Source: an optimization exercise on an open RTL-to-GDS flow (aim: small area, a short achievable clock period and few clock cycles per item). Production flows keep margins and buffers that such runs may drop.
In this exercise RTL edits were held to simulation tests only and were not proved equivalent to the original.
No activity file was given, so power comes from the tool's default toggle rates.

==> flow/design.v (excerpt) <==
module geohash_enc (
    input  wire        clk,
    input  wire        rst,
    input  wire        in_valid,
    output wire        in_ready,
    input  wire [63:0] in_lat,
    input  wire [63:0] in_lng,
    input  wire [6:0]  in_bits,
    output wire        out_valid,
    input  wire        out_ready,
    output wire [63:0] out_hash
);
clock: 17.0 ns
lec_check: 0
cap_margin: 20
core_margin: 2
core_utilization: 30
setup_slack_margin: 1.0
slew_margin: 20
run.sh (not shown) runs the stock make flow with config.mk's settings and CLKGATE_MAP_FILE= SYNTH_SCRIPT=/design/flow/synth_recipe.tcl, a recipe that flattens the netlist after the stock synthesis.
Testbench counts at the start, summed over its fixed seeds: cycles 3,036, items 3,000.
Change:
--- a/flow/design.v
+++ b/flow/design.v
@@ -33,22 +33,23 @@
     assign D    = A[55:19];
 endmodule
 module ghe_mul91 (
     input  wire [36:0] D,
     input  wire        c17,
     output wire [43:0] Y
 );
-    wire [43:0] a0 = {7'd0, D}, a1 = {6'd0, D, 1'b0}, a2 = {4'd0, D, 3'b0},
-                a3 = {3'd0, D, 4'b0}, a4 = {1'd0, D, 6'b0};
-    wire [43:0] a5 = c17 ? 44'd91 : 44'd0;
+    wire [43:0] a0 = {D, 7'd0};
+    wire [43:0] a1 = ~{2'd0, D, 5'd0};
+    wire [43:0] a2 = ~{5'd0, D, 2'd0};
+    wire [43:0] a3 = ~{7'd0, D};
+    wire [43:0] a4 = c17 ? 44'd94 : 44'd3;
     wire [43:0] s1 = a0 ^ a1 ^ a2, c1 = {((a0 & a1) | (a0 & a2) | (a1 & a2)), 1'b0};
-    wire [43:0] s2 = a3 ^ a4 ^ a5, c2 = {((a3 & a4) | (a3 & a5) | (a4 & a5)), 1'b0};
-    wire [43:0] s3 = s1 ^ c1 ^ s2, c3 = {((s1 & c1) | (s1 & s2) | (c1 & s2)), 1'b0};
-    wire [43:0] s4 = s3 ^ c3 ^ c2, c4 = {((s3 & c3) | (s3 & c2) | (c3 & c2)), 1'b0};
-    assign Y = s4 + c4;
+    wire [43:0] s2 = a3 ^ a4 ^ s1, c2 = {((a3 & a4) | (a3 & s1) | (a4 & s1)), 1'b0};
+    wire [43:0] s3 = s2 ^ c1 ^ c2, c3 = {((s2 & c1) | (s2 & c2) | (c1 & c2)), 1'b0};
+    assign Y = s3 + c3;
 endmodule
 module ghe_dsum (
     input  wire [43:0] Y,
     input  wire        sv,
     input  wire        loz,
     input  wire        lo1,
     input  wire        lo1h,
@@ -258,17 +259,14 @@
     reg         vB;
     reg  [20:0] Ha, Hg;
     reg  [15:0] Lsa, Lsg;
     reg  [2:0]  cina, cing;
     reg  [2:0]  fa_C, fg_C;                 
     reg  [6:0]  bitsC;
     reg         vC;
-    reg  [31:0] ca2, cg2;
-    reg  [6:0]  bits2;
-    reg         v2;
     reg  [63:0] oq, kq;
     reg         ov, kv;
     function [8:0] cls;             
         input [10:0] ev;
         input [10:0] er;
         reg [10:0] eve;
         reg [11:0] nf;
@@ -317,26 +315,29 @@
                            (vB && (fa_B[5] || fg_B[5])) ||
                            (vC && (fa_C[2] || fg_C[2]));
     wire        sstart = hold0 && !sbusy && !sfin && !inflight;
     ghe_slow u_slow (.clk(clk), .rst(rst), .start(sstart), .do_a(sla),
         .do_g(slg), .sa(sa0), .fra(ma0[51:0]), .da(na0),
         .sg(sg0), .frg(mg0[51:0]), .dg(ng0), .busy(sbusy), .fin(sfin),
         .code_a(sca), .code_g(scg));
+    wire [31:0] ca2 = fa_C[2] ? sca : fca;
+    wire [31:0] cg2 = fg_C[2] ? scg : fcg;
+    wire [6:0]  bits2 = bitsC;
     reg [63:0] full;
     integer    i;
     always @* begin
         for (i = 0; i < 32; i = i + 1) begin
             full[2*i]     = ca2[i];
             full[2*i + 1] = cg2[i];
         end
     end
     wire [5:0]  rsh  = 6'd0 - bits2[5:0];
     wire [63:0] hash = (bits2 == 7'd0) ? 64'd0 : (full >> rsh);
     wire en0  = en && !hold0;
-    wire push = en && v2;
+    wire push = en && vC;
     wire pop  = ov && out_ready;
     reg  kv_n;
     always @* begin
         if (pop)       kv_n = 1'b0;             
         else if (push) kv_n = kv | ov;
         else           kv_n = kv;
     end
@@ -347,15 +348,14 @@
         if (rst) begin
             en    <= 1'b1;
             ir    <= 1'b1;
             v0    <= 1'b0;
             vA    <= 1'b0;
             vB    <= 1'b0;
             vC    <= 1'b0;
-            v2    <= 1'b0;
             ov    <= 1'b0;
             kv    <= 1'b0;
             sdone <= 1'b0;
         end else begin
             en <= !kv_n;
             ir <= !kv_n && !(en0 ? (in_valid && (ka[8] || kg[8]))
                                  : (hold0 && !sfin));
@@ -364,15 +364,14 @@
                 sdone <= 1'b0;
             end else if (sfin)
                 sdone <= 1'b1;
             if (en) begin
                 vA <= v0 && !hold0;
                 vB <= vA;
                 vC <= vB;
-                v2 <= vC;
             end
             if (!ov || pop) begin
                 ov <= kv || push;
                 kv <= 1'b0;
             end else if (push)
                 kv <= 1'b1;
         end
@@ -401,17 +400,14 @@
             fa_B <= {qhia, fa_A}; fg_B <= {qhig, fg_A};
             bitsB <= bitsA;
             Ha <= Ha_n;  Hg <= Hg_n;
             Lsa <= Lsa_n; Lsg <= Lsg_n;
             cina <= cina_n; cing <= cing_n;
             fa_C <= {fa_B[5:4], fa_B[3]}; fg_C <= {fg_B[5:4], fg_B[3]};
             bitsC <= bitsB;
-            ca2 <= fa_C[2] ? sca : fca;
-            cg2 <= fg_C[2] ? scg : fcg;
-            bits2 <= bitsC;
         end
         if (!ov || pop) begin
             if (kv) oq <= kq;
             else if (push) oq <= hash;
         end else if (push)
             kq <= hash;
     end
Result: The new run went through all stages and came out clean; combinational power increases to 4.2 times its value; setup slack is worse by 0.26 ns; non-clock buffer count increases by 4; utilization is about the same; final area decreases by 4.3%; cell count increases by 0.79%.
Testbench counts after the change, summed over its fixed seeds: cycles 3,030, items 3,000.

## run a
geohash_enc, a different RTL version from the one above (not shown whole).
Size in the first run: roughly 690 flip-flops, about 210 I/O pins.
==> module geohash_enc, before the edit <==
module geohash_enc (
    input  wire        clk,
    input  wire        rst,
    input  wire        in_valid,
    output wire        in_ready,
    input  wire [63:0] in_lat,
    input  wire [63:0] in_lng,
    input  wire [6:0]  in_bits,
    output wire        out_valid,
    input  wire        out_ready,
    output wire [63:0] out_hash
);
    reg         en;                         
    reg  [52:0] ma0, mg0;                   
    reg  [5:0]  na0, ng0;                   
    reg         sa0, sg0, sla0, slg0, za0, zg0;
    reg  [6:0]  bits0;
    reg         v0, sdone, ir;
    reg  [36:0] DaA, DgA;
    reg  [5:0]  fa_A, fg_A;                 
    reg         c17a, c17g;
    reg  [6:0]  bitsA;
    reg         vA;
    reg  [43:0] YaB, YgB;
    reg  [6:0]  fa_B, fg_B;                 
    reg  [6:0]  bitsB;
    reg         vB;
    reg  [20:0] Ha, Hg;
    reg  [15:0] Lsa, Lsg;
    reg  [1:0]  cca, ccg;
    reg         cina, cing;
    reg  [2:0]  fa_C, fg_C;                 
    reg  [6:0]  bitsC;
    reg         vC;
    reg  [63:0] oq, kq;
    reg         ov, kv;
    function [2:0] cls;             
        input [10:0] ev;
        input [10:0] er;
        begin
            cls = {(ev > er) && (ev <= er + 11'd63),
                   (ev > er + 11'd63),
                   (ev < er - 11'd63)};
        end
    endfunction
    wire [2:0] ka = cls(in_lat[62:52], 11'h405);
    wire [2:0] kg = cls(in_lng[62:52], 11'h406);
    wire [5:0] sha = na0;
    wire [5:0] shg = ng0;
    wire [5:0] dsa = 6'd0 - na0;
    wire [5:0] dsg = 6'd0 - ng0;
    wire sla = sla0, slg = slg0;
    wire [36:0] Da, Dg;
    wire        c17a_n, c17g_n, loza, lozg, lo1a, lo1g, lo1ha, lo1hg;
    ghe_fadd u_aa (.sv(sa0), .mv(ma0), .n(sha), .D(Da), .c17(c17a_n),
        .loz(loza), .lo1(lo1a), .lo1h(lo1ha));
    ghe_fadd u_ag (.sv(sg0), .mv(mg0), .n(shg), .D(Dg), .c17(c17g_n),
        .loz(lozg), .lo1(lo1g), .lo1h(lo1hg));
    wire [43:0] Ya, Yg;
    ghe_mul91 u_ba (.D(DaA), .c17(c17a), .Y(Ya));
    ghe_mul91 u_bg (.D(DgA), .c17(c17g), .Y(Yg));
    wire [20:0] Ha_n, Hg_n;
    wire [15:0] Lsa_n, Lsg_n;
    wire [1:0]  cca_n, ccg_n;
    wire        cina_n, cing_n;
    ghe_dsum u_ca (.Y(YaB), .sv(fa_B[3]), .loz(fa_B[0]), .lo1(fa_B[1]),
        .lo1h(fa_B[2]), .qhi(fa_B[6]), .H(Ha_n), .Ls(Lsa_n), .c(cca_n), .cin(cina_n));
    ghe_dsum u_cg (.Y(YgB), .sv(fg_B[3]), .loz(fg_B[0]), .lo1(fg_B[1]),
        .lo1h(fg_B[2]), .qhi(fg_B[6]), .H(Hg_n), .Ls(Lsg_n), .c(ccg_n), .cin(cing_n));
    wire [31:0] fca, fcg;
    ghe_fin u_da (.H(Ha), .Ls(Lsa), .c(cca), .cin(cina), .sv(fa_C[0]), .zero(fa_C[1]),
        .code(fca));
    ghe_fin u_dg (.H(Hg), .Ls(Lsg), .c(ccg), .cin(cing), .sv(fg_C[0]), .zero(fg_C[1]),
        .code(fcg));
    localparam [36:0] K31 = 37'd45 << 31;
    wire qhia = (DaA >= K31) || (c17a && DaA == K31 - 37'd1);
    wire qhig = (DgA >= K31) || (c17g && DgA == K31 - 37'd1);
    wire        sbusy, sfin;
    wire [31:0] sca, scg;
    wire        hold0 = v0 && (sla || slg) && !sdone;
    wire        inflight = (vA && (fa_A[5] || fg_A[5])) ||
                           (vB && (fa_B[5] || fg_B[5])) ||
                           (vC && (fa_C[2] || fg_C[2]));
    wire        sstart = hold0 && !sbusy && !sfin && !inflight;
    ghe_slow u_slow (.clk(clk), .rst(rst), .start(sstart), .do_a(sla),
        .do_g(slg), .sa(sa0), .fra(ma0[51:0]), .da(dsa),
        .sg(sg0), .frg(mg0[51:0]), .dg(dsg), .busy(sbusy), .fin(sfin),
        .code_a(sca), .code_g(scg));
    wire [31:0] ca2 = fa_C[2] ? sca : fca;
    wire [31:0] cg2 = fg_C[2] ? scg : fcg;
    wire [6:0]  bits2 = bitsC;
    reg [63:0] full;
    integer    i;
    always @* begin
        for (i = 0; i < 32; i = i + 1) begin
            full[2*i]     = ca2[i];
            full[2*i + 1] = cg2[i];
        end
    end
    wire [5:0]  rsh  = 6'd0 - bits2[5:0];
    wire [63:0] hash = (bits2 == 7'd0) ? 64'd0 : (full >> rsh);
    wire en0  = en && !hold0;
    wire push = en && vC;
    wire pop  = ov && out_ready;
    reg  kv_n;
    always @* begin
        if (pop)       kv_n = 1'b0;             
        else if (push) kv_n = kv | ov;
        else           kv_n = kv;
    end
    assign in_ready  = ir;                  
    assign out_valid = ov;
    assign out_hash  = oq;
    always @(posedge clk) begin
        if (rst) begin
            en    <= 1'b1;
            ir    <= 1'b1;
            v0    <= 1'b0;
            vA    <= 1'b0;
            vB    <= 1'b0;
            vC    <= 1'b0;
            ov    <= 1'b0;
            kv    <= 1'b0;
            sdone <= 1'b0;
        end else begin
            en <= !kv_n;
            ir <= !kv_n && !(en0 ? (in_valid && (ka[2] || kg[2]))
                                 : (hold0 && !sfin));
            if (en0) begin
                v0    <= in_valid;
                sdone <= 1'b0;
            end else if (sfin)
                sdone <= 1'b1;
            if (en) begin
                vA <= v0 && !hold0;
                vB <= vA;
                vC <= vB;
            end
            if (!ov || pop) begin
                ov <= kv || push;
                kv <= 1'b0;
            end else if (push)
                kv <= 1'b1;
        end
    end
    always @(posedge clk) begin
        if (en0) begin
            ma0   <= {in_lat[62:52] != 11'd0, in_lat[51:0]};
            mg0   <= {in_lng[62:52] != 11'd0, in_lng[51:0]};
            sa0   <= in_lat[63];
            sg0   <= in_lng[63];
            na0   <= ka[0] ? 6'd63 : 6'd5 - in_lat[57:52];
            ng0   <= kg[0] ? 6'd63 : 6'd6 - in_lng[57:52];
            sla0  <= ka[2];
            slg0  <= kg[2];
            za0   <= ka[1];
            zg0   <= kg[1];
            bits0 <= in_bits;
        end
        if (en) begin
            DaA <= Da;  DgA <= Dg;
            c17a <= c17a_n; c17g <= c17g_n;
            fa_A <= {sla0, za0, sa0, lo1ha, lo1a, loza};
            fg_A <= {slg0, zg0, sg0, lo1hg, lo1g, lozg};
            bitsA <= bits0;
            YaB <= Ya;  YgB <= Yg;
            fa_B <= {qhia, fa_A}; fg_B <= {qhig, fg_A};
            bitsB <= bitsA;
            Ha <= Ha_n;  Hg <= Hg_n;
            Lsa <= Lsa_n; Lsg <= Lsg_n;
            cina <= cina_n; cing <= cing_n;
            cca <= cca_n; ccg <= ccg_n;
            fa_C <= {fa_B[5:4], fa_B[3]}; fg_C <= {fg_B[5:4], fg_B[3]};
            bitsC <= bitsB;
        end
        if (!ov || pop) begin
            if (kv) oq <= kq;
            else if (push) oq <= hash;
        end else if (push)
            kq <= hash;
    end
endmodule
Settings: LEC_CHECK=0, CAP_MARGIN=20, CORE_MARGIN=2, CORE_UTILIZATION=30, SETUP_SLACK_MARGIN=1.0, SLEW_MARGIN=20; clock period 17.0 ns.
Testbench counts of run a, summed over its fixed seeds: cycles 3,030, items 3,000.
For run b, these inputs were changed with respect to run a:
diff --git a/flow/design.v b/flow/design.v
--- a/flow/design.v
+++ b/flow/design.v
@@ -262,13 +262,13 @@
     reg  [6:0]  bitsB;
     reg         vB;
     reg  [20:0] Ha, Hg;
     reg  [15:0] Lsa, Lsg;
     reg  [1:0]  cca, ccg;
     reg         cina, cing;
-    reg  [2:0]  fa_C, fg_C;                 
+    reg  [1:0]  fa_C, fg_C;                 
     reg  [6:0]  bitsC;
     reg         vC;
     reg  [63:0] oq, kq;
     reg         ov, kv;
     function [2:0] cls;             
         input [10:0] ev;
@@ -312,21 +312,20 @@
     wire qhia = (DaA >= K31) || (c17a && DaA == K31 - 37'd1);
     wire qhig = (DgA >= K31) || (c17g && DgA == K31 - 37'd1);
     wire        sbusy, sfin;
     wire [31:0] sca, scg;
     wire        hold0 = v0 && (sla || slg) && !sdone;
     wire        inflight = (vA && (fa_A[5] || fg_A[5])) ||
-                           (vB && (fa_B[5] || fg_B[5])) ||
-                           (vC && (fa_C[2] || fg_C[2]));
+                           (vB && (fa_B[5] || fg_B[5]));
     wire        sstart = hold0 && !sbusy && !sfin && !inflight;
     ghe_slow u_slow (.clk(clk), .rst(rst), .start(sstart), .do_a(sla),
         .do_g(slg), .sa(sa0), .fra(ma0[51:0]), .da(dsa),
         .sg(sg0), .frg(mg0[51:0]), .dg(dsg), .busy(sbusy), .fin(sfin),
         .code_a(sca), .code_g(scg));
-    wire [31:0] ca2 = fa_C[2] ? sca : fca;
-    wire [31:0] cg2 = fg_C[2] ? scg : fcg;
+    wire [31:0] ca2 = fca;
+    wire [31:0] cg2 = fcg;
     wire [6:0]  bits2 = bitsC;
     reg [63:0] full;
     integer    i;
     always @* begin
         for (i = 0; i < 32; i = i + 1) begin
             full[2*i]     = ca2[i];
@@ -399,17 +398,26 @@
             fa_A <= {sla0, za0, sa0, lo1ha, lo1a, loza};
             fg_A <= {slg0, zg0, sg0, lo1hg, lo1g, lozg};
             bitsA <= bits0;
             YaB <= Ya;  YgB <= Yg;
             fa_B <= {qhia, fa_A}; fg_B <= {qhig, fg_A};
             bitsB <= bitsA;
-            Ha <= Ha_n;  Hg <= Hg_n;
-            Lsa <= Lsa_n; Lsg <= Lsg_n;
-            cina <= cina_n; cing <= cing_n;
-            cca <= cca_n; ccg <= ccg_n;
-            fa_C <= {fa_B[5:4], fa_B[3]}; fg_C <= {fg_B[5:4], fg_B[3]};
+            if (fa_B[5]) begin
+                Ha <= {1'b0, ~sca[31], sca[30:12]}; Lsa <= {4'd0, sca[11:0]};
+                cina <= 1'b0; cca <= 2'd0; fa_C <= 2'b00;
+            end else begin
+                Ha <= Ha_n; Lsa <= Lsa_n;
+                cina <= cina_n; cca <= cca_n; fa_C <= {fa_B[4], fa_B[3]};
+            end
+            if (fg_B[5]) begin
+                Hg <= {1'b0, ~scg[31], scg[30:12]}; Lsg <= {4'd0, scg[11:0]};
+                cing <= 1'b0; ccg <= 2'd0; fg_C <= 2'b00;
+            end else begin
+                Hg <= Hg_n; Lsg <= Lsg_n;
+                cing <= cing_n; ccg <= ccg_n; fg_C <= {fg_B[4], fg_B[3]};
+            end
             bitsC <= bitsB;
         end
         if (!ov || pop) begin
             if (kv) oq <= kq;
             else if (push) oq <= hash;
         end else if (push)
Notes after the runs:
- Diff run a -> run b | final wirelength | decrease of 23,000 um
- Compared to run a, run b has slew at the pin closest to its max-slew limit 0.0098 ns higher.
- Re met1 track utilization from global routing: run a and run b aren't equal, and the higher value belongs to run a.
- Peak ir drop on the vdd network: run b < run a
- Between run a and run b, the difference in area growth from synthesis to layout is negligible.
- Delta (run b minus run a): number of vias after detailed routing shrank by 2,224; total standard cell area after synthesis down 2000 um2; clock tree buffer count of the final layout rose by 6.
- From run a to run b the numbers moved as follows: count of buffers not belonging to the clock network in the layout fell 3.5%, combinational share of power rose by 1.5 points.
- Delta (run b minus run a): arrival time of data at the critical path endpoint lower, flip-flop and latch power shows no meaningful change, finished layout cell area moved down.
- Sort run a and run b by die extent in x asc -> top: run b
Testbench counts of run b, summed over its fixed seeds: cycles 3,030, items 3,000.

-- port drivers added, routing unchanged --
How much do the figures lean on ideal ports? The routed layouts below were timed once more, with nothing changed but the port constraints.
Step 1: set_driving_cell puts a clkbuf_16 on clk and a buf_2 on each other input, an assumption about the parent block.
Step 2, shift: input delay + t, output delay - t, t = (earliest + latest rising clock arrival at the registers) / 2. This alone moves slack from input paths to output paths.
a / b / c = ideal ports / drivers / drivers and shift; a / b = the first two.
run | t (ns) | slack for setup (ns) | clock arrival spread, ns | worst slew at a driven data input, ns
the first run of note 1 | 0.796 | 11.091 / 11.091 / 10.489 | 0.062 / 0.062 | 0.07
the second run of note 1 | 0.784 | 10.830 / 10.890 / 10.106 | 0.073 / 0.074 | 0.11
run a | 0.798 | 11.272 / 11.272 / 10.811 | 0.052 / 0.053 | 0.14
run b | 0.756 | 11.370 / 11.370 / 10.918 | 0.063 / 0.063 | 0.06
After both steps setup and hold are still met in every run listed. The setup slack of the second run of note 1, which loses most, moves by +0.060 ns with the drivers and by -0.724 ns with both steps.
